This is an optimization exercise on Yosys and OpenROAD, whose aim is small area, not a production implementation. The RTL was checked by simulation tests, not by an equivalence proof against the original design. Power figures rest on the tool's default switching activity, not on a simulated workload.

===== constraint.sdc =====
create_clock -name core_clock -period 12.0 [get_ports {clk}]
set_input_delay 2.4000 -clock core_clock [delete_from_list [all_inputs] [get_ports {clk}]]
set_output_delay 2.4000 -clock core_clock [all_outputs]
set_load 0.01 [all_outputs]

===== flow/run.sh =====
#!/bin/bash
# Standard ORFS layout with these changes:
#  - synthesis maps the logic with an area-oriented ABC script (flow/abc_area.script,
#    selected by ABC_AREA=1) instead of ORFS's, and without extracting half/full
#    adders first; registers are mapped as usual;
#  - port buffers use the smallest buffer cell (buf_1);
#  - a small clock tree (clkbuf_4, no dummy loads), and power recovery after
#    global routing, which downsizes cells with timing slack.
set -euo pipefail
here=$(pwd)
rm -rf scripts_local
cp -r "$FLOW_HOME/scripts" scripts_local
cp flow/abc_area.script scripts_local/abc_area.script
export SCRIPTS_DIR=$here/scripts_local
export ADDER_MAP_FILE=
export BUFFER_PORTS_ARGS="-buffer_cell sky130_fd_sc_hd__buf_1"
export CTS_ARGS="-sink_clustering_enable -repair_clock_nets -dont_use_dummy_load -buf_list sky130_fd_sc_hd__clkbuf_4"
export RECOVER_POWER=100
bash standard.sh > standard_flow.log 2>&1

===== flow/abc_area.script =====
strash
balance -l
resub -K 6 -l
rewrite -l
resub -K 6 -N 2 -l
refactor -l
resub -K 8 -l
balance -l
resub -K 8 -N 2 -l
rewrite -l
resub -K 10 -l
rewrite -z -l
resub -K 10 -N 2 -l
balance -l
resub -K 12 -l
refactor -z -l
resub -K 12 -N 2 -l
rewrite -z -l
balance -l
dch -f
amap
mfs2
strash
balance -l
resub -K 6 -l
rewrite -l
resub -K 6 -N 2 -l
refactor -l
resub -K 8 -l
balance -l
resub -K 8 -N 2 -l
rewrite -l
resub -K 10 -l
rewrite -z -l
resub -K 10 -N 2 -l
balance -l
resub -K 12 -l
refactor -z -l
resub -K 12 -N 2 -l
rewrite -z -l
balance -l
dch -f
amap
mfs2
strash
balance -l
resub -K 6 -l
rewrite -l
resub -K 6 -N 2 -l
refactor -l
resub -K 8 -l
balance -l
resub -K 8 -N 2 -l
rewrite -l
resub -K 10 -l
rewrite -z -l
resub -K 10 -N 2 -l
balance -l
resub -K 12 -l
refactor -z -l
resub -K 12 -N 2 -l
rewrite -z -l
balance -l
dch -f
amap
mfs2
strash
balance -l
resub -K 6 -l
rewrite -l
resub -K 6 -N 2 -l
refactor -l
resub -K 8 -l
balance -l
resub -K 8 -N 2 -l
rewrite -l
resub -K 10 -l
rewrite -z -l
resub -K 10 -N 2 -l
balance -l
resub -K 12 -l
refactor -z -l
resub -K 12 -N 2 -l
rewrite -z -l
balance -l
dch -f
amap

===== standard.sh =====
#!/bin/bash
# synth_recipe.tcl (not shown) runs the flow's synth.tcl, then flattens the netlist and writes it again
# the make line also repeats each setting of config.mk as NAME=value (left out here)
make -C /OpenROAD-flow-scripts/flow DESIGN_CONFIG=/design/flow/config.mk WORK_HOME=/design/flow/orfs CLKGATE_MAP_FILE= SYNTH_SCRIPT=/design/flow/synth_recipe.tcl "${@:-finish}"

===== design.v =====
module dxl_decoder #(
    parameter TW = 32                      
) (
    input  wire          clk,
    input  wire          rst,              
    input  wire          in_valid,
    input  wire [7:0]    in_byte,
    input  wire [TW-1:0] in_t_start,
    input  wire [TW-1:0] in_t_end,
    output wire          out_valid,
    output wire [3:0]    out_kind,
    output wire [3:0]    out_cmd,
    output wire [TW-1:0] out_t_start,
    output wire [TW-1:0] out_t_end,
    output wire [1:0]    out_ptag,
    output wire [15:0]   out_int,
    output wire [7:0]    out_b0,
    output wire [7:0]    out_b1
);
    localparam [2:0] S_HEADER   = 3'd0,
                     S_ADDRESS  = 3'd1,
                     S_LENGTH   = 3'd2,
                     S_COMMAND  = 3'd3,
                     S_RAMADDR  = 3'd4,
                     S_ERRCODE  = 3'd5,
                     S_VALUE    = 3'd6,
                     S_CHECKSUM = 3'd7;
    reg [2:0]    state;
    reg [1:0]    cnt;
    reg [15:0]   rem;         
    reg [7:0]    b0;          
    reg [TW-1:0] t0;          
    wire step  = in_valid & ~rst;
    wire st_hd = (state == S_HEADER);
    wire st_ad = (state == S_ADDRESS);
    wire st_ln = (state == S_LENGTH);
    wire st_cm = (state == S_COMMAND);
    wire st_ck = (state == S_CHECKSUM);
    wire hi_z    = ~|rem[15:2];
    wire rem_z   = hi_z & ~rem[1] & ~rem[0];
    wire rem_3   = hi_z & rem[1] & rem[0];
    wire rem_ge4 = ~hi_z;
    wire second  = cnt[0];
    wire armed   = cnt[1] & ~st_hd;
    wire guard = armed & (st_ad | (rem_z & ~second));
    reg [7:0] hdr_b;
    always @* begin
        case (cnt)
            2'd0, 2'd1: hdr_b = 8'hFF;
            2'd2:       hdr_b = 8'hFD;
            default:    hdr_b = 8'h00;
        endcase
    end
    wire hmatch = (in_byte == hdr_b);
    wire hdone  = hmatch & (cnt == 2'd3);
    reg [3:0] cmd_dec;
    always @* begin
        case (in_byte)
            8'h01: cmd_dec = 4'd1;
            8'h02: cmd_dec = 4'd2;
            8'h03: cmd_dec = 4'd3;
            8'h04: cmd_dec = 4'd4;
            8'h05: cmd_dec = 4'd5;
            8'h06: cmd_dec = 4'd6;
            8'h08: cmd_dec = 4'd7;
            8'h10: cmd_dec = 4'd8;
            8'h55: cmd_dec = 4'd9;
            8'h82: cmd_dec = 4'd10;
            8'h83: cmd_dec = 4'd11;
            8'h92: cmd_dec = 4'd12;
            8'h93: cmd_dec = 4'd13;
            default: cmd_dec = 4'd0;
        endcase
    end
    reg [2:0] cmd_next;
    always @* begin
        case (cmd_dec)
            4'd1, 4'd6, 4'd7, 4'd8: cmd_next = S_CHECKSUM;
            4'd9:                   cmd_next = S_ERRCODE;
            4'd0:                   cmd_next = S_VALUE;
            default:                cmd_next = S_RAMADDR;
        endcase
    end
    wire va_done = second | ~rem_ge4;
    reg emit;
    always @* begin
        case (state)
            S_HEADER:  emit = hdone;
            S_LENGTH,
            S_RAMADDR,
            S_CHECKSUM: emit = second;
            S_VALUE:   emit = va_done;
            default:   emit = 1'b1;
        endcase
    end
    reg [2:0] state_n;
    reg [1:0] cnt_n;
    always @* begin
        state_n = state;
        cnt_n   = cnt;
        if (guard) begin
            state_n = S_HEADER;
            cnt_n   = 2'd0;
        end else begin
            case (state)
                S_HEADER: begin
                    if (hmatch) begin
                        cnt_n = cnt + 2'd1;
                        if (hdone) state_n = S_ADDRESS;
                    end else if (cnt != 2'd0) begin
                        state_n = S_ADDRESS;
                        cnt_n   = 2'b10;
                    end
                end
                S_ADDRESS: state_n = S_LENGTH;
                S_LENGTH: begin
                    cnt_n = {1'b0, ~second};
                    if (second) state_n = S_COMMAND;
                end
                S_COMMAND: begin
                    state_n = cmd_next;
                    cnt_n   = {~rem_z, 1'b0};
                end
                S_RAMADDR: begin
                    cnt_n[0] = ~second;
                    if (second) state_n = S_VALUE;
                end
                S_ERRCODE: state_n = rem_3 ? S_CHECKSUM : S_VALUE;
                S_VALUE: begin
                    cnt_n[0] = ~va_done;
                    if (va_done & rem_3) state_n = S_CHECKSUM;
                end
                default: begin  
                    cnt_n[0] = ~second;
                    if (second) begin
                        state_n = S_HEADER;
                        cnt_n   = 2'd0;
                    end
                end
            endcase
        end
    end
    wire        rem_ld = st_ln;            
    wire        rem_dc = in_valid & ~rem_z;
    reg  [15:0] rem_n;
    reg         bz;                        
    integer     i;
    always @* begin
        bz = 1'b1;
        for (i = 0; i < 16; i = i + 1) begin
            rem_n[i] = rem[i] ^ (rem_dc & bz);
            bz = bz & ~rem[i];
        end
        if (rem_ld) rem_n = {in_byte, b0};
    end
    always @(posedge clk) begin
        if (rst) begin
            state <= S_HEADER;
            cnt   <= 2'd0;
        end else if (in_valid) begin
            state <= state_n;
            cnt   <= cnt_n;
        end
    end
    wire          hold   = second | (st_hd & cnt[1]);
    wire [7:0]    b0_n   = hold ? b0 : in_byte;
    wire [TW-1:0] t0_n   = hold ? t0 : in_t_start;
    always @(posedge clk) begin
        b0  <= b0_n;
        t0  <= t0_n;
        rem <= rem_n;
    end
    wire pint = ~guard & ~st_hd & ~st_ck;      
    wire pbyt = ~guard & st_ck;                
    assign out_valid   = step & (guard | emit);
    assign out_kind    = guard ? 4'd8 : {1'b0, state};
    assign out_cmd     = (~guard & st_cm) ? cmd_dec : 4'd0;
    assign out_t_start = t0_n;
    assign out_t_end   = in_t_end;
    assign out_ptag    = {pbyt, pint};
    assign out_int     = {(pint & second) ? in_byte : 8'd0,
                          pint ? b0_n : 8'd0};
    assign out_b0      = pbyt ? in_byte : 8'd0;
    assign out_b1      = pbyt ? b0_n : 8'd0;
endmodule

===== config.mk =====
export PLATFORM = sky130hd
export DESIGN_NAME = dxl_decoder
export DESIGN_NICKNAME = dxl_decoder
export VERILOG_FILES = /design/flow/design.v
export SDC_FILE = /design/flow/constraint.sdc
export NUM_CORES = 4
export LEC_CHECK = 0
export ABC_AREA = 1
export CAP_MARGIN = 20
export CORE_MARGIN = 2
export CORE_UTILIZATION = 40
export GPL_TIMING_DRIVEN = 0
export SLEW_MARGIN = 20

==> run notes, run 1 <==
power per cell area 213 nW/um2; worst r2r src state[0]$_SDFFE_PP0P_; critical path type flop to output pin; CTS Hold Bufs 0; Post-CTS Resized 0; CTS tree done; 1st-iter DRT viols 84; First-pass DRT Iterations 4; Crit path required time 9.60 ns; Finished Cell Area 3660 um2; leading area contributor after synthesis dfxtp_1; Final min period 8.83 ns; Area Growth Syn to Fin 26.0%; Post-DP Area 3630 um2; Total GRT Usage 19.6%; Final #Nets 602; clock skew 0.0233 ns; Fin. Hold Viols 0; port bufs 149; final setup fails 0; DRC 0; max cap viols 2; Clock Tree Root clkbuf_4; Skew-Pair Late Insertion Delay 0.39 ns; Simple-Gate Fraction of Synth Area 17.5%; Critical Path Sink Type output pin; leakage 1.36 nW; CP startpoint state[0]$_SDFFE_PP0P_; Synth Area in Adders 0%; Fill cells 753; Final ANT Viol Nets 0; # rows 31; die area 7950 um2; commonest non-fill, non-tap cell in the layout buf_1; Starting Density 40.7%; GRT overflow 0; syn_nets 441; period utilization 73.6%; fmax 0.113 GHz; Syn Inst Count 366; Post-synth EDFFs 0; I/O pin count 182; Setup Buffers After CTS 0; Synth Cell Area 2900 um2; Placer Congestion 0.879; Reg area 1220 um2; Core Footprint 7140 um2; outcome failed layout checks; Synth async-reset ratio 0%; top post-synthesis cells by area dfxtp_1 (42%), nor2_1 (9.7%), a22o_1 (9.7%); WL per Instance 13.0 um; Slew @ Worst Pin 2.30 ns; Peak VDD IR 0.0612 mV; Yosys cell types 27; Post-Layout Cell Count 624; average size of a mapped cell 7.93 um2; CP max FO 40; vias post-DR 3120; layout cells sized above 1 8.57%; number of global-route vias before repair 2615; setup TNS 0 ns; FF-to-FF End b0[4]$_DFF_P_; post-synthesis compound-gate area fraction 24.7%; Post-DP HPWL 6.28 mm; TritonCTS buffer count 9; H-tree Lvls 3; placed insts 615; commonest non-fill, non-tap cells in the layout buf_1 (147), nor2_1 (75), dfxtp_1 (61); Longest Clk Path Bufs 2; Hold/Removal Path Class flop to flop; Die Y 89.2 um; final total power 0.778 mW; Worst Setup Start Kind flop; worst reg2reg path depth 9; Via-to-Cell Ratio 5.00; worst setup margin 3.17 ns; multi-input combinational cell area 1220 um2; RSZ-0062 raised after global routing no; Worst slew margin -55.1%; Slew Limit Fails 20; largest net degree at the start of global routing 41; Worst Setup Slack post-DPL 5.08 ns; Yosys reg bits 61; Worst-path clk slew 0.09 ns; # clock sinks 61; post-synthesis sequential area ratio 42.1%; die width 89.2 um; ys flop type dfxtp_1; antenna violations before repair 0; largest family of logic cells by synthesized area compound AO/OA/AOI/OAI gates; worst reg-to-reg setup slack 5.95 ns; Worst Setup EP out_int[4]; Fail Reasons capacitance limit, slew limit; CP arrival 6.43 ns; Synth Warn # 1; final WL 8.14 mm; first-pass GRT wire length 12.1 mm; final antenna diode count 0; XOR/XNOR share of the synthesized area 0%; post-synthesis mux area share 0%; area fraction of the dominant cell type after synthesis 42.1%
## registers in the layout, summed over array words and instances (netlist names)
name,count
t0,32
rem,16
b0,8
state,3
cnt,2
## kinds of logic (layout without fill, tap and decap cells)
family                 Yosys count  count (layout)
buffers and inverters           87             246
AOI/OAI and AO/OA               97              97
and+or+nand+nor                121             121
DFF                             61              61
## area by class of cell
class,count,share of cell area [%]
Tap cell,99,3.39
Clock buffer,9,1.85
Buffer,35,7.18
Sequential cell,61,33.4
Inverter,52,5.37
Multi-Input combinational cell,218,33.4
Timing Repair Buffer,150,15.4
## per-layer routing
metal / wire length (um) / GRT usage (%)
met2: 3720 / 31.6
met5: 0 / 0
met3: 757 / 3.79
met4: 73 / 7.87
met1: 3590 / 25.9
## critical path, cell delays in order (launching register included)
cell        delay, ns
dfxtp_1          0.36
clkinv_1         0.11
nand2_1          0.09
nor2_1           0.19
clkinv_1         0.16
o21ai_0          1.75
clkbuf_1         0.84
clkinvlp_2       1.48
o22ai_1          0.82
nor2_1           0.10
buf_1            0.14
## stage by stage
step           hold slack, ns  utilization [%]
6_report                0.473             51.3
5_1_grt                 0.483             51.3
4_1_cts                 0.476             51.8
3_5_place_dp            0.454             50.8
3_3_place_gp            0.449             50.2
2_1_floorplan           0.447                -
## how the worst min path moves through the flow
stage	start	endpoint	slack [ns]	depth (start not counted)
2_1_floorplan	rem[15]$_DFF_P_	rem[15]$_DFF_P_	0.45	2
3_3_place_gp	t0[30]$_DFF_P_	t0[30]$_DFF_P_	0.45	1
3_5_place_dp	t0[26]$_DFF_P_	t0[26]$_DFF_P_	0.45	1
4_1_cts	t0[26]$_DFF_P_	t0[26]$_DFF_P_	0.48	1
5_1_grt	rem[15]$_DFF_P_	rem[15]$_DFF_P_	0.48	2
6_report	t0[2]$_DFF_P_	t0[2]$_DFF_P_	0.47	1
## power breakdown
part | total, mW | leakage [nW] | internal [mW] | switching (mW)
combinational | 0.337 | 0.806 | 0.129 | 0.208
sequential | 0.344 | 0.513 | 0.304 | 0.0397
clock | 0.0972 | 0.0414 | 0.0348 | 0.0623
total | 0.778 | 1.36 | 0.468 | 0.310
## Yosys cell counts, types with 3 or more instances
cell,count
a211oi_1,5
a21oi_1,9
a22o_1,32
buf_4,35
clkinv_1,52
dfxtp_1,61
nand2_1,19
nand3_1,5
nor2_1,75
nor3_1,12
nor4_1,5
o21a_1,3
o21ai_0,19
o221ai_1,3
o22ai_1,11
o32a_1,8
==> inputs of run 2 (changes only) <==
--- a/config.mk
+++ b/config.mk
@@ -10,4 +10,3 @@
 export CORE_MARGIN = 2
 export CORE_UTILIZATION = 40
-export GPL_TIMING_DRIVEN = 0
 export SLEW_MARGIN = 20
==> run 2 against run 1 <==
Effect of this change: now clean on timing, DRC and antenna; fmax is 26% higher; critical endpoint is now out_cmd[0]; largest power group unchanged; worst hold slack worse by 0.0015 ns; clock power is 1% lower; first-iteration DRC count is 11% higher.
==> run notes, run 2 <==
worst reg-to-reg setup slack 8.55 ns; die width 89.2 um; worst setup margin 5.01 ns; clock skew 0.0217 ns; Slew @ Worst Pin 0.738 ns; Post-synth EDFFs 0; WHS 0.471 ns; # rows 31; Final #Nets 537; Post-Layout Cell Count 559; Placer Congestion 0.901; most frequent cell after synthesis nor2_1; hold depth 1; Via-to-Cell Ratio 5.18; syn_nets 441; setup TNS 0 ns; First-pass DRT Iterations 4; Hold Path Sink rem[7]$_DFF_P_; # clock sinks 61; Worst slew margin 50.4%; clock power share 12.4%; Starting Density 40.7%; vias post-DR 2896; CP arrival 4.59 ns; Final ANT Viol Nets 0; Worst Setup Start Kind input port; internal power 0.466 mW; Area Growth Syn to Fin 14.2%; Skew-Pair Late Insertion Delay 0.39 ns; outcome finished clean; port bufs 117; Crit path required time 9.60 ns; Worst Setup Slack post-DPL 5.05 ns; top cells by count, synth nor2_1 (75), dfxtp_1 (61), clkinv_1 (52); Synth async-reset ratio 0%; max FFs per register 32; Syn Inst Count 366; final setup fails 0; commonest non-fill, non-tap cell in the layout buf_1; Setup Buffers After CTS 0; number of global-route vias before repair 2492; layout cells sized above 1 2.83%; worst reg2reg path depth 21; Clock Tree Root clkbuf_4; first-pass GRT wire length 11.6 mm; Synth Warn # 1; Post-DP HPWL 5.99 mm; GRT overflow 0; period utilization 58.2%; Longest Clk Path Bufs 2; H-tree Lvls 3; WL per Instance 13.9 um; largest net degree at the start of global routing 41; net switching power 0.305 mW; Yosys cell types 27; top flop regs t0 x32, rem x16, b0 x8; Die Y 89.2 um; Largest Register t0; max cap viols 0; Fin. Hold Viols 0; leakage 1.18 nW; CTS Hold Bufs 0; leading area contributor after synthesis dfxtp_1; Total GRT Usage 19.2%; area fraction of the dominant cell type after synthesis 42.1%; I/O pin count 182; ys flop type dfxtp_1; worst r2r src rem[10]$_DFF_P_; sw frac 39.5%; placed insts 549; FF-to-FF End rem[14]$_DFF_P_; combinational power share 42.7%; top post-synthesis cells by area dfxtp_1 (42%), nor2_1 (9.7%), a22o_1 (9.7%); die area 7950 um2; cell chain of the critical path buf_1 -> clkinv_1 -> nand3_1 -> nor2_1 -> o21ai_0 -> nor3_1 -> a31o_1 -> a211oi_1 -> nor2b_1 -> nor3b_1 -> o21a_1 -> nor3_1 -> buf_1; CP max stage delay 0.28 ns; Peak VDD IR 0.0727 mV; CP max FO 5; Final min period 6.99 ns; RSZ-0062 raised after global routing no; Reg power frac 44.9%; Post-DP Area 3220 um2; fmax 0.143 GHz; TritonCTS buffer count 9; average size of a mapped cell 7.93 um2; final antenna diode count 0; Core Footprint 7140 um2; Crit-path slowest cell nor3b_1; Finished Cell Area 3310 um2; antenna violations before repair 0; Worst-path clk slew 0.10 ns; Hold/Removal Path Class flop to flop; final WL 7.80 mm; CTS tree done; min-delay src b0[7]$_DFF_P_; commonest non-fill, non-tap cells in the layout buf_1 (116), nor2_1 (75), dfxtp_1 (61); 1st-iter DRT viols 93; Critical Path Sink Type output pin; Post-CTS Resized 0; critical path type input port to output pin; power per cell area 232 nW/um2; Synth Cell Area 2900 um2; Slew Limit Fails 0; Yosys reg bits 61; post-synthesis sequential area ratio 42.1%; DRC 0
run 2: cell counts after synthesis:
Identical to the previous run, type by type.
run 2: logic make-up after synthesis:
family                 Yosys count  share of synthesized area, %
AO/OA/AOI/OAI                   97                          24.7
buffers and inverters           87                          15.8
flip-flops                      61                          42.1
AND/OR/NAND/NOR                121                          17.5
run 2: worst max-delay path by stage:
stage,depth (start not counted),to,startpoint,slack (ns)
final,13,out_cmd[0],in_byte[5],5.01
after global routing,13,out_cmd[0],in_byte[6],4.88
after CTS,13,out_cmd[0],in_byte[5],5.02
after detailed placement,13,out_cmd[0],in_byte[5],5.05
after global placement,13,out_cmd[0],in_byte[5],5.21
after floorplan,8,out_int[0],state[0]$_SDFFE_PP0P_,4.28
run 2: per-stage QoR:
step                util [%]  total power [mW]
floorplan                  -             0.579
global placement        45.1             0.671
detailed placement      45.1             0.674
CTS                     46.1             0.772
global route            46.4             0.836
finish                  46.4             0.770
run 2: cell type report:
cell class / count / area [um2]
Timing Repair Buffer: 120 / 479
Tap cell: 99 / 124
Inverter: 52 / 195
Multi-Input combinational cell: 218 / 1230
Fill cell: 767 / 3820
Clock buffer: 9 / 67.6
Sequential cell: 61 / 1220
run 2: power by group through the flow:
stage / Sequential (mW) / Clock (mW) / Combinational [mW]
after global routing: 0.356 / 0.111 / 0.369
after floorplan: 0.339 / 0 / 0.240
final: 0.346 / 0.0959 / 0.329
after global placement: 0.349 / 0 / 0.321
after CTS: 0.345 / 0.101 / 0.325
after detailed placement: 0.350 / 0 / 0.324
run 2: per-layer routing:
layer | up-vias | GRT usage, % | share of wire [%]
met2 | 127 | 32.1 | 45
li1 | 1445 | - | -
met4 | 0 | 8.96 | 1.6
met3 | 13 | 4.34 | 7.7
met1 | 1311 | 23.3 | 46
met5 | - | 0 | 0
run 2: worst max-delay path, delay by kind of cell:
family,cells,cell delay (ns)
buf+inv,3,0.54
simple gates,6,0.85
compound gates,4,0.78
==> inputs of run 3 (changes only) <==
--- a/config.mk
+++ b/config.mk
@@ -7,6 +7,6 @@
 export LEC_CHECK = 0
 export ABC_AREA = 1
-export CAP_MARGIN = 20
+export CAP_MARGIN = 0
 export CORE_MARGIN = 2
 export CORE_UTILIZATION = 40
-export SLEW_MARGIN = 20
+export SLEW_MARGIN = 0
==> run 3 against run 2 <==
Effect of this change: count of clock-buffer cells in the layout unchanged; still clean on timing, DRC and antenna; fmax about the same; via count fell by 0.38%; worst setup slack lost 0.0030 ns; design area decreased by 0.87%; sequential share of layout area grew 0.32 points; routed wire length grew 0.29%; non-clock buffer count is 1 lower; synthesized cell count unchanged; critical path type unchanged; clock skew is 0.0013 ns higher; clock power hardly changed; register-to-register slack about the same.
==> run notes, run 3 <==
Area Growth Syn to Fin 13.2%; outcome finished clean; Worst slew margin 28.5%; Fin. Hold Viols 0; CTS Hold Bufs 0; Clock Tree Root clkbuf_4; CP max FO 5; syn_nets 441; clock skew 0.0230 ns; Critical Path Sink Type output pin; Total GRT Usage 19.2%; XOR/XNOR share of the synthesized area 0%; H-tree Lvls 3; worst r2r src rem[10]$_DFF_P_; Longest Clk Path Bufs 2; Hold/Removal Path Class flop to flop; vias post-DR 2885; fmax 0.143 GHz; ys flop type dfxtp_1; Synth async-reset ratio 0%; max cap viols 0; First-pass DRT Iterations 4; largest family of logic cells by synthesized area compound AO/OA/AOI/OAI gates; Setup Buffers After CTS 0; post-synthesis compound-gate area fraction 24.7%; min-delay src b0[7]$_DFF_P_; Crit path required time 9.60 ns; first-pass GRT wire length 11.6 mm; critical path type input port to output pin; setup TNS 0 ns; Slew @ Worst Pin 1.07 ns; I/O pin count 182; Worst-path clk slew 0.10 ns; antenna violations before repair 0; most frequent cell after synthesis nor2_1; final total power 0.762 mW; WL per Instance 14.0 um; CP arrival 4.59 ns; CP startpoint in_byte[5]; Largest Register t0; # rows 31; post-synthesis sequential area ratio 42.1%; Worst Setup Start Kind input port; GRT overflow 0; Core Footprint 7140 um2; Slew Limit Fails 0; Post-DP Area 3220 um2; CTS tree done; Post-CTS Resized 0; Simple-Gate Fraction of Synth Area 17.5%; Fill cells 770; average size of a mapped cell 7.93 um2; Via-to-Cell Ratio 5.17; final setup fails 0; RSZ-0062 raised after global routing no; Yosys cell types 27; Final #Nets 536; Post-DP HPWL 5.99 mm; commonest non-fill, non-tap cell in the layout buf_1; area fraction of the dominant cell type after synthesis 42.1%; Skew-Pair Late Insertion Delay 0.39 ns; Yosys reg bits 61; port bufs 117; final antenna diode count 0; Die Y 89.2 um; top flop regs t0 x32, rem x16, b0 x8; top cells by count, synth nor2_1 (75), dfxtp_1 (61), clkinv_1 (52); Starting Density 40.7%; final WL 7.82 mm; Placer Congestion 0.901; die width 89.2 um; DRC 0; layout cells sized above 1 2.40%; die area 7950 um2; # clock sinks 61; top post-synthesis cells by area dfxtp_1 (42%), nor2_1 (9.7%), a22o_1 (9.7%); post-synthesis mux area share 0%; Synth Area in Adders 0%; Peak VDD IR 0.0726 mV; Synth Warn # 1; max FFs per register 32; Synth Cell Area 2900 um2; Final min period 6.99 ns; Post-synth EDFFs 0; Final ANT Viol Nets 0; 1st-iter DRT viols 93; TritonCTS buffer count 9; period utilization 58.2%; Finished Cell Area 3290 um2; largest net degree at the start of global routing 41; number of global-route vias before repair 2492; power per cell area 232 nW/um2; leading area contributor after synthesis dfxtp_1; leakage 1.17 nW; Syn Inst Count 366; commonest non-fill, non-tap cells in the layout buf_1 (117), nor2_1 (75), dfxtp_1 (61); final design utilization 46.0%
run 3: final timing paths:
check,to,slack [ns],depth (start not counted)
max reg2reg,rem[14]$_DFF_P_,8.54,21
max,out_cmd[0],5.01,13
min,rem[7]$_DFF_P_,0.47,1
min reg2reg,rem[7]$_DFF_P_,0.47,1
run 3: metal layers:
layer  track usage, %  part of all wire [%]
met5                0                     0
met1             23.3                    45
met3             4.34                   8.1
met2             32.1                    45
met4             8.96                   1.8
run 3: worst max-delay path: stages:
cell and delay [ns]:
buf_1 0.20, clkinv_1 0.19, nand3_1 0.15, nor2_1 0.07
o21ai_0 0.13, nor3_1 0.11, a31o_1 0.22, a211oi_1 0.24
nor2b_1 0.19, nor3b_1 0.28, o21a_1 0.19, nor3_1 0.05
buf_1 0.15
run 3: per-stage QoR:
stage | instances | worst slack [ns] | hold slack [ns]
floorplan | 366 | 4.28 | 0.447
global placement | 549 | 5.21 | 0.450
detailed placement | 549 | 5.05 | 0.454
CTS | 558 | 5.02 | 0.467
global route | 558 | 4.88 | 0.491
finish | 558 | 5.01 | 0.471
run 3: cell type report:
type | instances | area [um2] | share of cell area [%]
timing repair buffer | 119 | 454 | 13.8
inverter | 52 | 195 | 5.94
sequential | 61 | 1220 | 37.2
multi-input combinational | 218 | 1220 | 37.2
tap | 99 | 124 | 3.77
clock buffer | 9 | 67.6 | 2.06
run 3: logic make-up after synthesis:
family	count (synthesis)
flip-flops	61
AND/OR/NAND/NOR	121
AO/OA/AOI/OAI	97
buffers and inverters	87
run 3: where the power goes:
part           internal, mW  switching [mW]  total (mW)
Clock                0.0348          0.0614      0.0962
Combinational         0.120           0.201       0.321
Sequential            0.304          0.0416       0.346
==> inputs of run 4 (changes only) <==
--- a/design.v
+++ b/design.v
@@ -18,12 +18,13 @@
     output wire [7:0]    out_b1
 );
-    localparam [2:0] S_HEADER   = 3'd0,
-                     S_ADDRESS  = 3'd1,
-                     S_LENGTH   = 3'd2,
-                     S_COMMAND  = 3'd3,
-                     S_RAMADDR  = 3'd4,
-                     S_ERRCODE  = 3'd5,
-                     S_VALUE    = 3'd6,
-                     S_CHECKSUM = 3'd7;
+    localparam [2:0] K_MASK     = 3'd6;
+    localparam [2:0] S_HEADER   = 3'd6,
+                     S_ADDRESS  = 3'd7,
+                     S_LENGTH   = 3'd4,
+                     S_COMMAND  = 3'd5,
+                     S_RAMADDR  = 3'd2,
+                     S_ERRCODE  = 3'd3,
+                     S_VALUE    = 3'd0,
+                     S_CHECKSUM = 3'd1;
     reg [2:0]    state;
     reg [1:0]    cnt;
@@ -174,5 +175,5 @@
     wire pbyt = ~guard & st_ck;                
     assign out_valid   = step & (guard | emit);
-    assign out_kind    = guard ? 4'd8 : {1'b0, state};
+    assign out_kind    = guard ? 4'd8 : {1'b0, state ^ K_MASK};
     assign out_cmd     = (~guard & st_cm) ? cmd_dec : 4'd0;
     assign out_t_start = t0_n;
--- a/config.mk
+++ b/config.mk
@@ -7,6 +7,6 @@
 export LEC_CHECK = 0
 export ABC_AREA = 1
-export CAP_MARGIN = 0
+export CAP_MARGIN = 20
 export CORE_MARGIN = 2
 export CORE_UTILIZATION = 40
-export SLEW_MARGIN = 0
+export SLEW_MARGIN = 20
==> run 4 against run 3 <==
Effect of this change: now fails the layout checks on capacitance limit, slew limit; design area is 1.3% lower; critical endpoint is now out_valid; highest routed layer unchanged; largest cell class is now registers; fmax decreased by 6.7%; register-to-register slack lost 1.1 ns; clock skew is 0.013 ns higher; sequential power up 2%.
==> run notes, run 4 <==
final WL 7.83 mm; die width 88.6 um; number of global-route vias before repair 2593; CTS Hold Bufs 0; Post-DP HPWL 5.89 mm; I/O pin count 182; leading area contributor after synthesis dfxtp_1; Crit path required time 9.60 ns; top cells by count, synth nor2_1 (76), dfxtp_1 (61), clkinv_1 (49); GRT overflow 0; Post-CTS Resized 0; Core Footprint 6870 um2; critical path type input port to output pin; Area Growth Syn to Fin 13.3%; Worst-path clk slew 0.08 ns; Critical Path Sink Type output pin; Fin. Hold Viols 0; DRC 0; 1st-iter DRT viols 107; Starting Density 41.7%; area fraction of the dominant cell type after synthesis 42.7%; Hold/Removal Path Class flop to flop; Yosys reg bits 61; period utilization 62.4%; max FFs per register 32; RSZ-0062 raised after global routing no; Final min period 7.49 ns; commonest non-fill, non-tap cell in the layout buf_1; average size of a mapped cell 8.02 um2; Synth async-reset ratio 0%; cell chain of the critical path buf_1 -> clkinv_1 -> o41a_1 -> a221oi_1 -> o221ai_1 -> o21ai_0 -> clkinv_1 -> o21ai_0 -> o21ai_0 -> nor4_1 -> buf_1; Die Y 88.6 um; # rows 30; Synth Warn # 1; fmax 0.134 GHz; WL per Instance 14.3 um; CP arrival 5.09 ns; Largest Register t0; # clock sinks 61; Total GRT Usage 20.1%; Placer Congestion 0.910; Synth Cell Area 2860 um2; setup TNS 0 ns; commonest non-fill, non-tap cells in the layout buf_1 (116), nor2_1 (75), dfxtp_1 (61); first-pass GRT wire length 12.0 mm; Crit path top cell by count o21ai_0; Clock Tree Root clkbuf_4; TritonCTS buffer count 9; largest net degree at the start of global routing 42; post-synthesis sequential area ratio 42.7%; final design utilization 47.2%; most frequent cell after synthesis nor2_1; Final #Nets 528; Yosys cell types 30; Skew-Pair Late Insertion Delay 0.41 ns; Longest Clk Path Bufs 2; Post-synth EDFFs 0; Worst slew margin -24.9%; Finished Cell Area 3240 um2; syn_nets 432; First-pass DRT Iterations 4; Setup Buffers After CTS 0; Peak VDD IR 0.150 mV; outcome failed layout checks; final setup fails 0; final antenna diode count 0; Via-to-Cell Ratio 5.22; Slew Limit Fails 42; port bufs 117; die area 7850 um2; Crit-path slowest cell o41a_1; max cap viols 1; Fail Reasons capacitance limit, slew limit; Worst Setup Start Kind input port; Post-DP Area 3200 um2; Final ANT Viol Nets 0; ys flop type dfxtp_1; H-tree Lvls 3; CP max stage delay 0.48 ns; layout cells sized above 1 2.44%; antenna violations before repair 0; top flop regs t0 x32, rem x16, b0 x8; clock skew 0.0356 ns; leakage 1.14 nW; CTS tree done; Slew @ Worst Pin 1.87 ns; power per cell area 268 nW/um2; top post-synthesis cells by area dfxtp_1 (43%), nor2_1 (10%), o22a_1 (9.8%); CP max FO 8; Syn Inst Count 357; vias post-DR 2855
## run 4: path summary, 6_finish.rpt
kind | start | endpoint | slack, ns | cells after the start
setup reg to reg | state[2]$_SDFFE_PP1P_ | t0[15]$_DFF_P_ | 7.48 | 8
hold reg to reg | t0[23]$_DFF_P_ | t0[23]$_DFF_P_ | 0.48 | 1
setup / recovery | in_byte[3] | out_valid | 4.51 | 11
hold / removal | t0[23]$_DFF_P_ | t0[23]$_DFF_P_ | 0.48 | 1
## run 4: per-layer routing
metal  GRT usage, %  vias up  part of all wire (%)
li1               -     1410                     -
met1           24.9     1284                    44
met2           31.0      149                    44
met3           7.18       12                   9.7
met4           9.92        0                   1.7
met5              0        -                     0
## run 4: critical path, delay by kind of cell
| family | cells | cell delay, ns |
|---|---|---|
| simple gates | 1 | 0.40 |
| compound gates | 6 | 1.51 |
| buf+inv | 4 | 0.80 |
## run 4: stage by stage
step / power [mW] / setup WS, ns / hold WS (ns) / instances
2_1_floorplan: 0.650 / 5.22 / 0.447 / 357
3_3_place_gp: 0.769 / 4.76 / 0.457 / 537
3_5_place_dp: 0.788 / 4.58 / 0.461 / 538
4_1_cts: 0.890 / 4.57 / 0.482 / 547
5_1_grt: 0.939 / 4.20 / 0.492 / 547
6_report: 0.869 / 4.51 / 0.479 / 547
## run 4: cells by family (layout without fill, tap and decap cells)
| kind of cell | count (synthesis) | count (layout) | share of synthesized area [%] |
|---|---|---|---|
| compound gates | 92 | 92 | 24.2 |
| buf+inv | 84 | 178 | 15.6 |
| simple gates | 120 | 120 | 17.5 |
| flops | 61 | 61 | 42.7 |
## run 4: power breakdown
part | internal, mW | leakage (nW) | switching [mW] | total, mW
clock network | 0.0348 | 0.0414 | 0.0650 | 0.0998
registers | 0.308 | 0.513 | 0.0437 | 0.352
logic | 0.153 | 0.584 | 0.264 | 0.417
total | 0.496 | 1.14 | 0.373 | 0.869
## run 4: layout make-up
type                    instances  area (um2)
well taps                      96         120
flip-flops and latches         61        1220
inverters                      49         184
clock buffers                   9        67.6
multi-input cells             212        1200
fillers                       772        3630
repair buffers                120         454
==> inputs of run 5 (changes only) <==
--- a/config.mk
+++ b/config.mk
@@ -7,6 +7,6 @@
 export LEC_CHECK = 0
 export ABC_AREA = 1
-export CAP_MARGIN = 20
+export CAP_MARGIN = 0
 export CORE_MARGIN = 2
 export CORE_UTILIZATION = 40
-export SLEW_MARGIN = 20
+export SLEW_MARGIN = 0
==> run 5 against run 4 <==
Effect of this change: the layout still fails its checks (capacitance limit, slew limit); synthesized cell count did not move; clock power shrank 3.9%; routed wire length decreased by 1.3%; worst setup slack got worse by 0.10 ns; non-clock buffer count shrank 1; fmax down 1.4%; clock skew about the same; combinational power is essentially flat; die area is the same; worst hold slack got worse by 0.0045 ns; total power decreased by 0.67%; critical path depth is 2 lower; critical path type is now flop to output pin.
==> run notes, run 5 <==
max FFs per register 32; H-tree Lvls 3; syn_nets 432; Fail Reasons capacitance limit, slew limit; fmax 0.132 GHz; WHS 0.475 ns; Slew @ Worst Pin 1.88 ns; Post-DP HPWL 5.88 mm; Post-synth EDFFs 0; min-delay src t0[7]$_DFF_P_; CP startpoint state[2]$_SDFFE_PP1P_; DRC 0; most frequent cell after synthesis nor2_1; Setup Buffers After CTS 0; Synth Cell Area 2860 um2; Worst Setup Start Kind flop; I/O pin count 182; final WL 7.73 mm; Via-to-Cell Ratio 5.25; Post-DP Area 3180 um2; antenna violations before repair 0; vias post-DR 2869; power per cell area 266 nW/um2; Crit path required time 9.60 ns; Peak VDD IR 0.123 mV; Worst Setup Slack post-DPL 4.61 ns; CP max FO 41; max cap viols 1; Reg power frac 40.6%; average size of a mapped cell 8.02 um2; FF-to-FF End b0[0]$_DFF_P_; worst reg2reg path depth 8; Starting Density 41.7%; first-pass GRT wire length 12.1 mm; Synth async-reset ratio 0%; placed insts 537; worst setup margin 4.41 ns; outcome failed layout checks; Worst-path clk slew 0.07 ns; top flop regs t0 x32, rem x16, b0 x8; final antenna diode count 0; die width 88.6 um; final design utilization 47.2%; Final #Nets 527; CTS tree done; internal power 0.496 mW; final total power 0.863 mW; final setup fails 0; leading area contributor after synthesis dfxtp_1; Die Y 88.6 um; Area Growth Syn to Fin 13.2%; Finished Cell Area 3240 um2; clock skew 0.0357 ns; commonest non-fill, non-tap cells in the layout buf_1 (116), nor2_1 (75), dfxtp_1 (61); Slew Limit Fails 42; worst r2r src state[2]$_SDFFE_PP1P_; commonest non-fill, non-tap cell in the layout buf_1; Hold Path Sink t0[7]$_DFF_P_; setup TNS 0 ns; port bufs 117; First-pass DRT Iterations 4; ys flop type dfxtp_1; Syn Inst Count 357; Placer Congestion 0.910; # rows 30; leakage 1.14 nW; TritonCTS buffer count 9; top cells by count, synth nor2_1 (76), dfxtp_1 (61), clkinv_1 (49); hold depth 1; Final min period 7.59 ns; Final ANT Viol Nets 0; GRT overflow 0; largest net degree at the start of global routing 42; Clock Tree Root clkbuf_4; die area 7850 um2; # clock sinks 61; Synth Warn # 1; post-synthesis sequential area ratio 42.7%; sw frac 42.5%; Critical Path Sink Type output pin; critical path type flop to output pin; Yosys cell types 30; CTS Hold Bufs 0; combinational power share 48.3%; Hold/Removal Path Class flop to flop; worst reg-to-reg setup slack 7.18 ns; WL per Instance 14.2 um; net switching power 0.367 mW; Worst slew margin -25.4%; CP arrival 5.19 ns; 1st-iter DRT viols 92; Post-Layout Cell Count 546; Longest Clk Path Bufs 2; layout cells sized above 1 2.44%; Yosys reg bits 61; Total GRT Usage 20.0%; Largest Register t0; Fin. Hold Viols 0; Core Footprint 6870 um2; area fraction of the dominant cell type after synthesis 42.7%; period utilization 63.3%; RSZ-0062 raised after global routing no; clock power share 11.1%; top post-synthesis cells by area dfxtp_1 (43%), nor2_1 (10%), o22a_1 (9.8%); number of global-route vias before repair 2662; Skew-Pair Late Insertion Delay 0.39 ns; Post-CTS Resized 0
==> run 5: final cells by class <==
type	instances	area [um2]
tap	96	120
clock buffer	9	67.6
inverter	49	184
fill	739	3630
sequential	61	1220
timing repair buffer	119	450
multi-input combinational	212	1200
==> run 5: worst max-delay path by stage <==
stage,endpoint,slack [ns]
2_1_floorplan,out_valid,5.22
3_3_place_gp,out_valid,4.76
3_5_place_dp,out_valid,4.61
4_1_cts,out_valid,4.60
5_1_grt,out_b1[4],3.64
6_report,out_int[1],4.41
==> run 5: power groups by stage <==
stage          Sequential, mW  Combinational, mW  Clock [mW]
6_report                0.351              0.417      0.0959
5_1_grt                 0.361              0.466       0.110
4_1_cts                 0.351              0.423       0.101
3_5_place_dp            0.355              0.422           0
2_1_floorplan           0.344              0.306           0
3_3_place_gp            0.354              0.415           0
==> run 5: critical path, cell delays in order (launching register included) <==
cell	delay [ns]
dfxtp_1	0.47
nand2_1	0.16
nor2_1	0.22
nor2_1	0.10
nor2_2	0.08
clkbuf_1	1.35
clkinv_1	1.55
o22ai_1	0.65
nor2_1	0.10
buf_1	0.15
==> run 5: logic make-up (layout without fill, tap and decap cells) <==
| family | Yosys count | count (layout) | share of synthesized area [%] |
|---|---|---|---|
| buffers and inverters | 84 | 177 | 15.6 |
| and+or+nand+nor | 120 | 120 | 17.5 |
| DFF | 61 | 61 | 42.7 |
| AOI/OAI and AO/OA | 92 | 92 | 24.2 |
==> run 5: routing by layer <==
layer,vias up,track usage (%),part of all wire [%]
met5,-,0,0
met3,12,7.74,8.9
met1,1307,24.0,45
li1,1412,-,-
met2,138,32.9,44
met4,0,6.75,1.5
==> inputs of run 6 (changes only) <==
--- a/flow/run.sh
+++ b/flow/run.sh
@@ -5,6 +5,5 @@
 #    adders first; registers are mapped as usual;
 #  - port buffers use the smallest buffer cell (buf_1);
-#  - a small clock tree (clkbuf_4, no dummy loads), and power recovery after
-#    global routing, which downsizes cells with timing slack.
+#  - a small clock tree (clkbuf_4, no dummy loads).
 set -euo pipefail
 here=$(pwd)
@@ -16,4 +15,3 @@
 export BUFFER_PORTS_ARGS="-buffer_cell sky130_fd_sc_hd__buf_1"
 export CTS_ARGS="-sink_clustering_enable -repair_clock_nets -dont_use_dummy_load -buf_list sky130_fd_sc_hd__clkbuf_4"
-export RECOVER_POWER=100
 bash standard.sh > standard_flow.log 2>&1
--- a/config.mk
+++ b/config.mk
@@ -7,6 +7,6 @@
 export LEC_CHECK = 0
 export ABC_AREA = 1
-export CAP_MARGIN = 0
+export CAP_MARGIN = 20
 export CORE_MARGIN = 2
 export CORE_UTILIZATION = 40
-export SLEW_MARGIN = 0
+export SLEW_MARGIN = 20
==> run 6 against run 5 <==
Effect of this change: now clean on timing, DRC and antenna; cell count grew 0.18%; design area grew 0.97%; critical path depth grew 2; largest power group unchanged.
==> run notes, run 6 <==
top flop regs t0 x32, rem x16, b0 x8; Post-CTS Resized 0; Synth async-reset ratio 0%; CP max stage delay 0.48 ns; Slew @ Worst Pin 0.663 ns; post-synthesis sequential area ratio 42.7%; cell chain of the critical path buf_1 -> clkinv_1 -> o41a_1 -> a221oi_1 -> o221ai_1 -> o21ai_0 -> clkinv_1 -> o21ai_0 -> o21ai_0 -> nor4_1 -> buf_1; die width 88.6 um; CP max FO 8; worst setup margin 4.52 ns; Synth Warn # 1; 1st-iter DRT viols 108; Yosys reg bits 61; setup TNS 0 ns; final total power 0.879 mW; final setup fails 0; # clock sinks 61; most frequent cell after synthesis nor2_1; Starting Density 41.7%; GRT overflow 0; DRC 0; Hold/Removal Path Class flop to flop; die area 7850 um2; Crit path top cell by count o21ai_0; First-pass DRT Iterations 4; Synth Cell Area 2860 um2; leading area contributor after synthesis dfxtp_1; Largest Register t0; Final #Nets 528; area fraction of the dominant cell type after synthesis 42.7%; CP arrival 5.08 ns; max cap viols 0; Worst slew margin 55.5%; commonest non-fill, non-tap cells in the layout buf_1 (117), nor2_1 (75), dfxtp_1 (61); Critical Path Sink Type output pin; Worst Setup Start Kind input port; max FFs per register 32; first-pass GRT wire length 12.0 mm; Worst Setup Slack post-DPL 4.58 ns; RSZ-0062 raised after global routing no; Via-to-Cell Ratio 5.19; # rows 30; leakage 1.16 nW; Longest Clk Path Bufs 2; placed insts 538; CTS tree done; Worst-path clk slew 0.08 ns; Crit-path slowest cell o41a_1; number of global-route vias before repair 2593; crit-path leading delay family compound AO/OA/AOI/OAI gates; Post-DP HPWL 5.89 mm; antenna violations before repair 0; syn_nets 432; Post-DP Area 3200 um2; Die Y 88.6 um; TritonCTS buffer count 9; commonest non-fill, non-tap cell in the layout buf_1; WL per Instance 14.2 um; final antenna diode count 0; Yosys cell types 30; final WL 7.78 mm; WHS 0.479 ns; Setup Buffers After CTS 0; Area Growth Syn to Fin 14.3%; largest net degree at the start of global routing 42; ys flop type dfxtp_1; outcome finished clean; top cells by count, synth nor2_1 (76), dfxtp_1 (61), clkinv_1 (49); Syn Inst Count 357; Peak VDD IR 0.160 mV; Slew Limit Fails 0; Placer Congestion 0.910; I/O pin count 182; Total GRT Usage 20.1%; clock skew 0.0358 ns; Fill cells 766; Core Footprint 6870 um2; final design utilization 47.6%; Post-synth EDFFs 0; H-tree Lvls 3; Fin. Hold Viols 0; layout cells sized above 1 2.88%; power per cell area 269 nW/um2; Clock Tree Root clkbuf_4; vias post-DR 2841; fmax 0.134 GHz; critical path type input port to output pin; CP bufs+invs 4; CTS Hold Bufs 0; average size of a mapped cell 8.02 um2; Post-Layout Cell Count 547; Crit path required time 9.60 ns; port bufs 117; Final min period 7.48 ns; top post-synthesis cells by area dfxtp_1 (43%), nor2_1 (10%), o22a_1 (9.8%); Finished Cell Area 3270 um2; Skew-Pair Late Insertion Delay 0.41 ns; Final ANT Viol Nets 0; period utilization 62.3%
==> run 6: cell count changes in the layout (fill, tap and decap cells not counted) <==
cell / previous run / this run
clkbuf_1: 2 / 0
buf_16: 0 / 1
buf_4: 1 / 2
buf_1: 116 / 117
==> run 6: cells by family (layout without fill, tap and decap cells) <==
family	Yosys count	count (layout)	synth area share, %
AND/OR/NAND/NOR	120	120	17.5
flip-flops	61	61	42.7
buffers and inverters	84	178	15.6
AO/OA/AOI/OAI	92	92	24.2
==> run 6: final cells by class <==
type                       count  area [um2]  area share (%)
clock buffer                   9        67.6            2.07
multi-input combinational    212        1200            36.6
timing repair buffer         120         482            14.7
tap                           96         120            3.67
sequential                    61        1220            37.3
inverter                      49         184            5.62
==> run 6: path summary, 6_finish.rpt <==
check / start / slack, ns / endpoint / cells after the start
worst min-delay path: t0[23]$_DFF_P_ / 0.48 / t0[23]$_DFF_P_ / 1
worst max-delay path: in_byte[3] / 4.52 / out_valid / 11
worst max register to register: rem[10]$_DFF_P_ / 8.09 / cnt[1]$_SDFFE_PP0P_ / 16
worst min register to register: t0[23]$_DFF_P_ / 0.48 / t0[23]$_DFF_P_ / 1
==> run 6: per-layer routing <==
metal,routed length (um),vias up,track usage (%)
met1,3520,1278,24.9
li1,-,1412,-
met3,726,10,7.18
met5,0,-,0
met2,3410,141,31.0
met4,124,0,9.92
==> run 6: power breakdown <==
group | internal [mW] | total [mW] | switching, mW
clock network | 0.0348 | 0.0994 | 0.0646
logic | 0.164 | 0.428 | 0.265
registers | 0.308 | 0.352 | 0.0436
total | 0.506 | 0.879 | 0.373
==> inputs of run 7 (changes only) <==
--- a/design.v
+++ b/design.v
@@ -173,12 +173,13 @@
     end
     wire pint = ~guard & ~st_hd & ~st_ck;      
-    wire pbyt = ~guard & st_ck;                
+    wire pbyt = st_ck & second;                
+    wire phi  = second & ~st_hd & ~st_ck;      
     assign out_valid   = step & (guard | emit);
     assign out_kind    = guard ? 4'd8 : {1'b0, state ^ K_MASK};
-    assign out_cmd     = (~guard & st_cm) ? cmd_dec : 4'd0;
+    assign out_cmd     = st_cm ? cmd_dec : 4'd0;
     assign out_t_start = t0_n;
     assign out_t_end   = in_t_end;
     assign out_ptag    = {pbyt, pint};
-    assign out_int     = {(pint & second) ? in_byte : 8'd0,
+    assign out_int     = {phi ? in_byte : 8'd0,
                           pint ? b0_n : 8'd0};
     assign out_b0      = pbyt ? in_byte : 8'd0;
==> run 7 against run 6 <==
Effect of this change: critical path depth rose by 3; largest cell class unchanged; flip-flop and latch count did not move; utilization rose by 0.24 points; global-route usage fell by 0.38 points.
==> run notes, run 7 <==
outcome finished clean; Syn Inst Count 364; most frequent cell after synthesis nor2_1; power per cell area 237 nW/um2; 1st-iter DRT viols 76; Worst Setup Start Kind input port; top flop regs t0 x32, rem x16, b0 x8; CTS Hold Bufs 0; fmax 0.141 GHz; port bufs 117; Starting Density 42.0%; final WL 7.91 mm; Setup Buffers After CTS 0; TritonCTS buffer count 9; ys flop type dfxtp_1; XOR/XNOR share of the synthesized area 0%; Simple-Gate Fraction of Synth Area 17.1%; First-pass DRT Iterations 4; CP arrival 4.68 ns; Hold/Removal Path Class flop to flop; Crit path required time 9.60 ns; post-synthesis mux area share 0%; Critical Path Sink Type output pin; syn_nets 439; final design utilization 47.9%; Post-Layout Cell Count 552; Skew-Pair Late Insertion Delay 0.37 ns; WL per Instance 14.3 um; period utilization 59.0%; final setup fails 0; Core Footprint 6870 um2; Clock Tree Root clkbuf_4; Via-to-Cell Ratio 5.18; RSZ-0062 raised after global routing no; Area Growth Syn to Fin 14.0%; Longest Clk Path Bufs 2; DRC 0; H-tree Lvls 3; area fraction of the dominant cell type after synthesis 42.3%; Worst slew margin 28.7%; die width 88.9 um; Post-DP HPWL 5.93 mm; post-synthesis compound-gate area fraction 24.6%; largest net degree at the start of global routing 42; Synth Cell Area 2880 um2; Yosys reg bits 61; Worst-path clk slew 0.08 ns; Peak VDD IR 0.0725 mV; Fill cells 701; vias post-DR 2862; max cap viols 0; placed insts 543; leakage 1.20 nW; final antenna diode count 0; Post-CTS Resized 0; post-synthesis sequential area ratio 42.3%; antenna violations before repair 0; average size of a mapped cell 7.92 um2; Slew Limit Fails 0; # clock sinks 61; Placer Congestion 0.926; Fin. Hold Viols 0; commonest non-fill, non-tap cell in the layout buf_1; Final min period 7.08 ns; Final ANT Viol Nets 0; worst reg2reg path depth 20; number of global-route vias before repair 2644; hold depth 1; Post-synth EDFFs 0; Slew @ Worst Pin 1.07 ns; GRT overflow 0; max FFs per register 32; die area 7900 um2; critical path type input port to output pin; Synth Warn # 1; Die Y 88.9 um; layout cells sized above 1 2.41%; # rows 30; first-pass GRT wire length 12.1 mm; top post-synthesis cells by area dfxtp_1 (42%), nor2_1 (10%), a22o_1 (9.7%); top cells by count, synth nor2_1 (78), dfxtp_1 (61), clkinv_1 (52); Final #Nets 533; largest family of logic cells by synthesized area compound AO/OA/AOI/OAI gates; Synth async-reset ratio 0%; WHS 0.473 ns; Synth Area in Adders 0%; setup TNS 0 ns; Yosys cell types 27; CP max FO 5; Total GRT Usage 19.7%; I/O pin count 182; clock skew 0.0355 ns; commonest non-fill, non-tap cells in the layout buf_1 (117), nor2_1 (78), dfxtp_1 (61); Largest Register t0; CTS tree done; leading area contributor after synthesis dfxtp_1
run 7: cell count changes in the layout (fill, tap and decap cells not counted), sizes merged, moves of 2 or more:
cell	change
a211oi	+2
a22o	+32
a31o	+2
buf	-2
clkinv	+3
nor2	+2
o21ai	-2
o22a	-32
run 7: routing by layer:
layer	wire (um)	track usage [%]	vias to the layer above
met5	0	0	-
met4	105	8.82	0
met3	648	5.54	14
met2	3510	31.7	143
met1	3650	24.6	1281
li1	-	-	1424
run 7: worst max-delay path, cell delays in order:
cell	delay (ns)
buf_1	0.22
clkinv_1	0.19
nand3_1	0.14
nor2_1	0.07
clkinv_1	0.08
nor2_1	0.06
a31o_1	0.24
a31oi_1	0.22
nor4_1	0.07
nor3_1	0.24
o32a_1	0.20
o21ai_0	0.12
o221a_1	0.26
buf_1	0.13
run 7: area by class of cell:
| type | count | area (um2) | area share (%) |
|---|---|---|---|
| Sequential cell | 61 | 1220 | 37.2 |
| Multi-Input combinational cell | 216 | 1220 | 37.0 |
| Timing Repair Buffer | 118 | 467 | 14.2 |
| Inverter | 52 | 195 | 5.94 |
| Tap cell | 96 | 120 | 3.65 |
| Clock buffer | 9 | 67.6 | 2.06 |
run 7: stage by stage:
step	total power, mW	area (um2)	worst slack [ns]
floorplan	0.583	2880	4.29
global placement	0.678	3190	5.03
detailed placement	0.689	3220	4.99
CTS	0.786	3290	4.98
global route	0.849	3290	4.64
finish	0.780	3290	4.92
run 7: logic make-up after synthesis:
group / after synthesis
flops: 61
compound gates: 95
simple gates: 121
buf+inv: 87
run 7: worst paths after layout:
kind	slack [ns]	endpoint	from
setup / recovery	4.92	out_cmd[0]	in_byte[4]
hold / removal	0.47	t0[21]$_DFF_P_	t0[21]$_DFF_P_
setup reg to reg	8.46	rem[14]$_DFF_P_	rem[12]$_DFF_P_
hold reg to reg	0.47	t0[21]$_DFF_P_	t0[21]$_DFF_P_
run 7: report_power, final:
group | switching [mW] | total [mW] | internal (mW)
Sequential | 0.0447 | 0.349 | 0.304
Clock | 0.0616 | 0.0965 | 0.0349
Combinational | 0.207 | 0.334 | 0.128
Total | 0.313 | 0.780 | 0.467
==> inputs of run 8 (changes only) <==
--- a/flow/run.sh
+++ b/flow/run.sh
@@ -5,5 +5,6 @@
 #    adders first; registers are mapped as usual;
 #  - port buffers use the smallest buffer cell (buf_1);
-#  - a small clock tree (clkbuf_4, no dummy loads).
+#  - a small clock tree (clkbuf_4, no dummy loads), and power recovery after
+#    global routing, which downsizes cells with timing slack.
 set -euo pipefail
 here=$(pwd)
@@ -15,3 +16,4 @@
 export BUFFER_PORTS_ARGS="-buffer_cell sky130_fd_sc_hd__buf_1"
 export CTS_ARGS="-sink_clustering_enable -repair_clock_nets -dont_use_dummy_load -buf_list sky130_fd_sc_hd__clkbuf_4"
+export RECOVER_POWER=100
 bash standard.sh > standard_flow.log 2>&1
==> run 8 against run 7 <==
Effect of this change: still clean on timing, DRC and antenna; fmax is 0.32% higher; critical endpoint unchanged; sequential power hardly changed; non-clock buffer count stayed put; register-to-register slack worse by 0.14 ns; worst hold slack hardly changed; sequential share of layout area is 0.27 points higher; count of clock-buffer cells in the layout stayed put; utilization is 0.35 points lower.
==> run notes, run 8 <==
worst r2r src state[2]$_SDFFE_PP1P_; RSZ-0062 raised after global routing no; CP arrival 4.65 ns; area fraction of the dominant cell type after synthesis 42.3%; commonest non-fill, non-tap cell in the layout buf_1; worst reg2reg path depth 7; Synth async-reset ratio 0%; Placer Congestion 0.926; Post-DP Area 3220 um2; Fin. Hold Viols 0; Core Footprint 6870 um2; largest family of logic cells by synthesized area compound AO/OA/AOI/OAI gates; Via-to-Cell Ratio 5.19; Final ANT Viol Nets 0; XOR/XNOR share of the synthesized area 0%; Final #Nets 533; H-tree Lvls 3; vias post-DR 2866; DRC 0; post-synthesis mux area share 0%; min-delay src t0[21]$_DFF_P_; # clock sinks 61; Worst slew margin 22.8%; die area 7900 um2; max cap viols 0; top cells by count, synth nor2_1 (78), dfxtp_1 (61), clkinv_1 (52); leakage 1.19 nW; 1st-iter DRT viols 86; final antenna diode count 0; power per cell area 237 nW/um2; Simple-Gate Fraction of Synth Area 17.1%; number of global-route vias before repair 2644; GRT overflow 0; TritonCTS buffer count 9; ys flop type dfxtp_1; outcome finished clean; Longest Clk Path Bufs 2; antenna violations before repair 0; Synth Cell Area 2880 um2; I/O pin count 182; final total power 0.773 mW; Yosys cell types 27; Post-synth EDFFs 0; average size of a mapped cell 7.92 um2; most frequent cell after synthesis nor2_1; layout cells sized above 1 2.19%; final WL 7.93 mm; Synth Warn # 1; top post-synthesis cells by area dfxtp_1 (42%), nor2_1 (10%), a22o_1 (9.7%); critical path type input port to output pin; Post-DP HPWL 5.93 mm; Post-Layout Cell Count 552; Syn Inst Count 364; post-synthesis compound-gate area fraction 24.6%; post-synthesis sequential area ratio 42.3%; placed insts 543; Worst-path clk slew 0.08 ns; die width 88.9 um; final setup fails 0; Worst Setup Start Kind input port; CP max FO 5; Hold/Removal Path Class flop to flop; Peak VDD IR 0.0725 mV; Crit path required time 9.60 ns; setup TNS 0 ns; WL per Instance 14.4 um; # rows 30; worst reg-to-reg setup slack 8.32 ns; syn_nets 439; First-pass DRT Iterations 4; CTS Hold Bufs 0; Post-CTS Resized 0; Fill cells 704; largest net degree at the start of global routing 42; Largest Register t0; Clock Tree Root clkbuf_4; Finished Cell Area 3260 um2; top flop regs t0 x32, rem x16, b0 x8; clock skew 0.0347 ns; Yosys reg bits 61; Final min period 7.05 ns; Worst Setup EP out_cmd[0]; Critical Path Sink Type output pin; max FFs per register 32; Slew @ Worst Pin 1.16 ns; period utilization 58.8%; Starting Density 42.0%; first-pass GRT wire length 12.1 mm; CTS tree done; CP startpoint in_byte[4]; port bufs 117; leading area contributor after synthesis dfxtp_1; Area Growth Syn to Fin 13.1%; multi-input combinational cell area 1220 um2; Skew-Pair Late Insertion Delay 0.38 ns; Slew Limit Fails 0; Reg area 1220 um2; Die Y 88.9 um; Synth Area in Adders 0%; Total GRT Usage 19.7%; fmax 0.142 GHz; commonest non-fill, non-tap cells in the layout buf_1 (114), nor2_1 (78), dfxtp_1 (61); FF-to-FF End t0[23]$_DFF_P_; Setup Buffers After CTS 0
==> run 8: how the worst min path moves through the flow <==
stage | slack, ns | to | cells after the start
5_1_grt | 0.49 | t0[31]$_DFF_P_ | 1
4_1_cts | 0.47 | rem[1]$_DFF_P_ | 1
3_3_place_gp | 0.45 | t0[16]$_DFF_P_ | 1
3_5_place_dp | 0.45 | t0[21]$_DFF_P_ | 1
6_report | 0.47 | t0[21]$_DFF_P_ | 1
2_1_floorplan | 0.45 | rem[15]$_DFF_P_ | 2
==> run 8: routing by layer <==
metal	wire length, um	track usage (%)	vias to the layer above	part of all wire (%)
li1	-	-	1422	-
met1	3660	24.6	1281	46
met2	3500	31.7	146	44
met3	638	5.54	17	8.0
met4	132	8.82	0	1.7
met5	0	0	-	0
==> run 8: through the flow <==
| stage | setup slack, ns | hold slack (ns) | utilization, % |
|---|---|---|---|
| 3_5_place_dp | 4.99 | 0.454 | 46.9 |
| 2_1_floorplan | 4.29 | 0.447 | - |
| 5_1_grt | 4.64 | 0.492 | 47.5 |
| 3_3_place_gp | 5.03 | 0.450 | 46.5 |
| 6_report | 4.95 | 0.473 | 47.5 |
| 4_1_cts | 4.98 | 0.469 | 47.9 |
==> run 8: area by class of cell <==
class                           instances  area share, %
Tap cell                               96           3.68
Multi-Input combinational cell        216           37.3
Inverter                               52           5.98
Timing Repair Buffer                  118           13.6
Sequential cell                        61           37.4
Clock buffer                            9           2.07
==> run 8: power by group <==
part           switching [mW]  internal (mW)
registers              0.0448          0.304
clock network          0.0621         0.0349
logic                   0.206          0.121
==> run 8: cell families (layout without fill, tap and decap cells) <==
| group | count (synthesis) | count (layout) |
|---|---|---|
| AOI/OAI and AO/OA | 95 | 95 |
| buffers and inverters | 87 | 179 |
| DFF | 61 | 61 |
| and+or+nand+nor | 121 | 121 |
==> run 8: critical path, stage by stage <==
cell	delay [ns]
clkbuf_1	0.22
clkinv_1	0.20
nand3_1	0.14
nor2_1	0.08
clkinv_1	0.08
nor2_1	0.06
a31o_1	0.24
a31oi_1	0.19
nor4_1	0.07
nor3_1	0.25
o32a_1	0.21
o21ai_0	0.12
o221a_1	0.26
buf_1	0.13
==> inputs of run 9 (changes only) <==
--- a/flow/abc_area.script
+++ b/flow/abc_area.script
@@ -1,2 +1,6 @@
+strash
+&get -n
+&deepsyn -J 500 -T 900
+&put
 strash
 balance -l
==> run 9 against run 8 <==
Effect of this change: critical path type unchanged; routed wire length fell by 7.1%; sequential share of layout area rose by 0.90 points; register-to-register slack improved by 0.51 ns; still clean.
==> run notes, run 9 <==
layout cells sized above 1 2.51%; Slew Limit Fails 0; average size of a mapped cell 8.13 um2; hold depth 1; leakage 1.17 nW; CP startpoint in_byte[1]; Worst-path clk slew 0.08 ns; Core Footprint 6790 um2; Die Y 87.7 um; First-pass DRT Iterations 4; first-pass GRT wire length 11.1 mm; worst r2r src state[2]$_SDFFE_PP1P_; Post-synth EDFFs 0; Yosys reg bits 61; ys flop type dfxtp_1; CTS Hold Bufs 0; Final ANT Viol Nets 0; # clock sinks 61; clock skew 0.0243 ns; Total GRT Usage 18.6%; DRC 0; final antenna diode count 0; Setup Buffers After CTS 0; fmax 0.146 GHz; top cells by count, synth nor2_1 (71), dfxtp_1 (61), clkinv_1 (45); outcome finished clean; Post-CTS Resized 0; CTS tree done; CP max FO 8; Hold/Removal Path Class flop to flop; most frequent cell after synthesis nor2_1; min-delay src t0[26]$_DFF_P_; area fraction of the dominant cell type after synthesis 43.6%; syn_nets 420; setup TNS 0 ns; Skew-Pair Late Insertion Delay 0.39 ns; Crit path required time 9.60 ns; I/O pin count 182; port bufs 117; Starting Density 41.3%; leading area contributor after synthesis dfxtp_1; Peak VDD IR 0.0581 mV; Slew @ Worst Pin 1.00 ns; Synth async-reset ratio 0%; worst reg2reg path depth 7; # rows 30; H-tree Lvls 3; Final min period 6.85 ns; final WL 7.37 mm; top flop regs t0 x32, rem x16, b0 x8; Yosys cell types 33; Synth Warn # 1; die area 7700 um2; vias post-DR 2758; Area Growth Syn to Fin 13.7%; max cap viols 0; Fin. Hold Viols 0; CP arrival 4.45 ns; period utilization 57.1%; number of global-route vias before repair 2350; Placer Congestion 0.900; commonest non-fill, non-tap cell in the layout buf_1; final total power 0.581 mW; critical path type input port to output pin; Post-DP HPWL 5.53 mm; antenna violations before repair 0; 1st-iter DRT viols 91; WHS 0.470 ns; Synth Cell Area 2800 um2; TritonCTS buffer count 9; Clock Tree Root clkbuf_4; die width 87.7 um; Largest Register t0; Worst slew margin 33.2%; Critical Path Sink Type output pin; max FFs per register 32; Syn Inst Count 345; post-synthesis sequential area ratio 43.6%; WL per Instance 13.8 um; RSZ-0062 raised after global routing no; Final #Nets 516; Longest Clk Path Bufs 2; top post-synthesis cells by area dfxtp_1 (44%), a22o_1 (10%), nor2_1 (9.5%); final setup fails 0; Via-to-Cell Ratio 5.16; commonest non-fill, non-tap cells in the layout buf_1 (113), nor2_1 (71), dfxtp_1 (61); Worst Setup Start Kind input port; GRT overflow 0; largest net degree at the start of global routing 41; power per cell area 182 nW/um2
## run 9: metrics by stage
step	instance area, um2	worst slack (ns)	cells	utilization, %
after floorplan	2800	3.99	345	-
after global placement	3120	5.28	525	45.9
after detailed placement	3150	5.18	526	46.3
after CTS	3210	5.17	535	47.3
after global routing	3190	4.93	535	46.9
final	3190	5.15	535	46.9
## run 9: worst paths after layout
kind	to	slack, ns
worst min-delay path	t0[26]$_DFF_P_	0.47
worst min register to register	t0[26]$_DFF_P_	0.47
worst max-delay path	out_valid	5.15
worst max register to register	t0[22]$_DFF_P_	8.83
## run 9: worst max-delay path, stage by stage
cell and delay [ns]:
clkbuf_1 0.20, clkinv_1 0.26, nor2_1 0.18, o21ai_0 0.15, or4_1 0.42, o21ai_0 0.23, nor4b_1 0.40, buf_1 0.19
## run 9: cell type report
cell class	count	area, um2
Fill cell	711	3610
Sequential cell	61	1220
Multi-Input combinational cell	204	1150
Timing Repair Buffer	120	458
Inverter	45	169
Tap cell	96	120
Clock buffer	9	67.6
## run 9: cell families after synthesis
group                  after synthesis  share of synthesized area (%)
DFF                                 61                           43.6
buffers and inverters               80                           15.4
AOI/OAI and AO/OA                   87                           23.2
and+or+nand+nor                    117                           17.8
## run 9: metal layers
metal  vias to the layer above  wire length [um]  part of all wire [%]  global-route usage, %
li1                       1370                 -                     -                      -
met1                      1229              3420                    46                   24.3
met2                       145              3280                    44                   29.5
met3                        14               588                   8.0                   5.18
met4                         0                77                   1.0                   6.15
met5                         -                 0                     0                      0
## run 9: power by group
part | leakage, nW | switching (mW) | internal, mW
registers | 0.513 | 0.0264 | 0.261
logic | 0.617 | 0.121 | 0.0767
clock network | 0.0414 | 0.0604 | 0.0348
total | 1.17 | 0.208 | 0.373

==> what the ideal ports hide <==
How much do the figures lean on ideal ports? The routed layouts below were timed once more, with nothing changed but the port constraints. Step 1, drivers: a clkbuf_16 drives clk and a buf_2 each remaining input, both assumed. Step 2 moves the port delays by t, midway between the first and last clock arrival at a register: inputs arrive t later, outputs are due t later. That takes back most of the time a late clock gives input paths. Slacks: no drivers / after step 1 / after step 2; pairs: no drivers / after step 1.
run | shift t [ns] | setup slack, ns | hold slack, ns | slew at the worst register clock pin (ns)
run 1 | 0.401 | 3.167 / 3.142 / 3.543 | 0.473 / 0.473 / 0.473 | 0.10 / 0.10
run 2 | 0.406 | 5.013 / 4.988 / 4.988 | 0.471 / 0.471 / 0.471 | 0.10 / 0.10
run 3 | 0.406 | 5.010 / 4.985 / 4.985 | 0.471 / 0.471 / 0.471 | 0.10 / 0.10
run 4 | 0.419 | 4.510 / 4.487 / 4.487 | 0.479 / 0.479 / 0.479 | 0.12 / 0.12
run 5 | 0.399 | 4.406 / 4.378 / 4.521 | 0.475 / 0.475 / 0.475 | 0.11 / 0.11
run 6 | 0.420 | 4.520 / 4.497 / 4.497 | 0.479 / 0.479 / 0.479 | 0.12 / 0.12
run 7 | 0.384 | 4.923 / 4.899 / 4.899 | 0.473 / 0.473 / 0.473 | 0.10 / 0.10
run 8 | 0.387 | 4.946 / 4.921 / 4.921 | 0.473 / 0.473 / 0.473 | 0.10 / 0.10
run 9 | 0.401 | 5.150 / 5.126 / 5.126 | 0.470 / 0.470 / 0.470 | 0.10 / 0.10
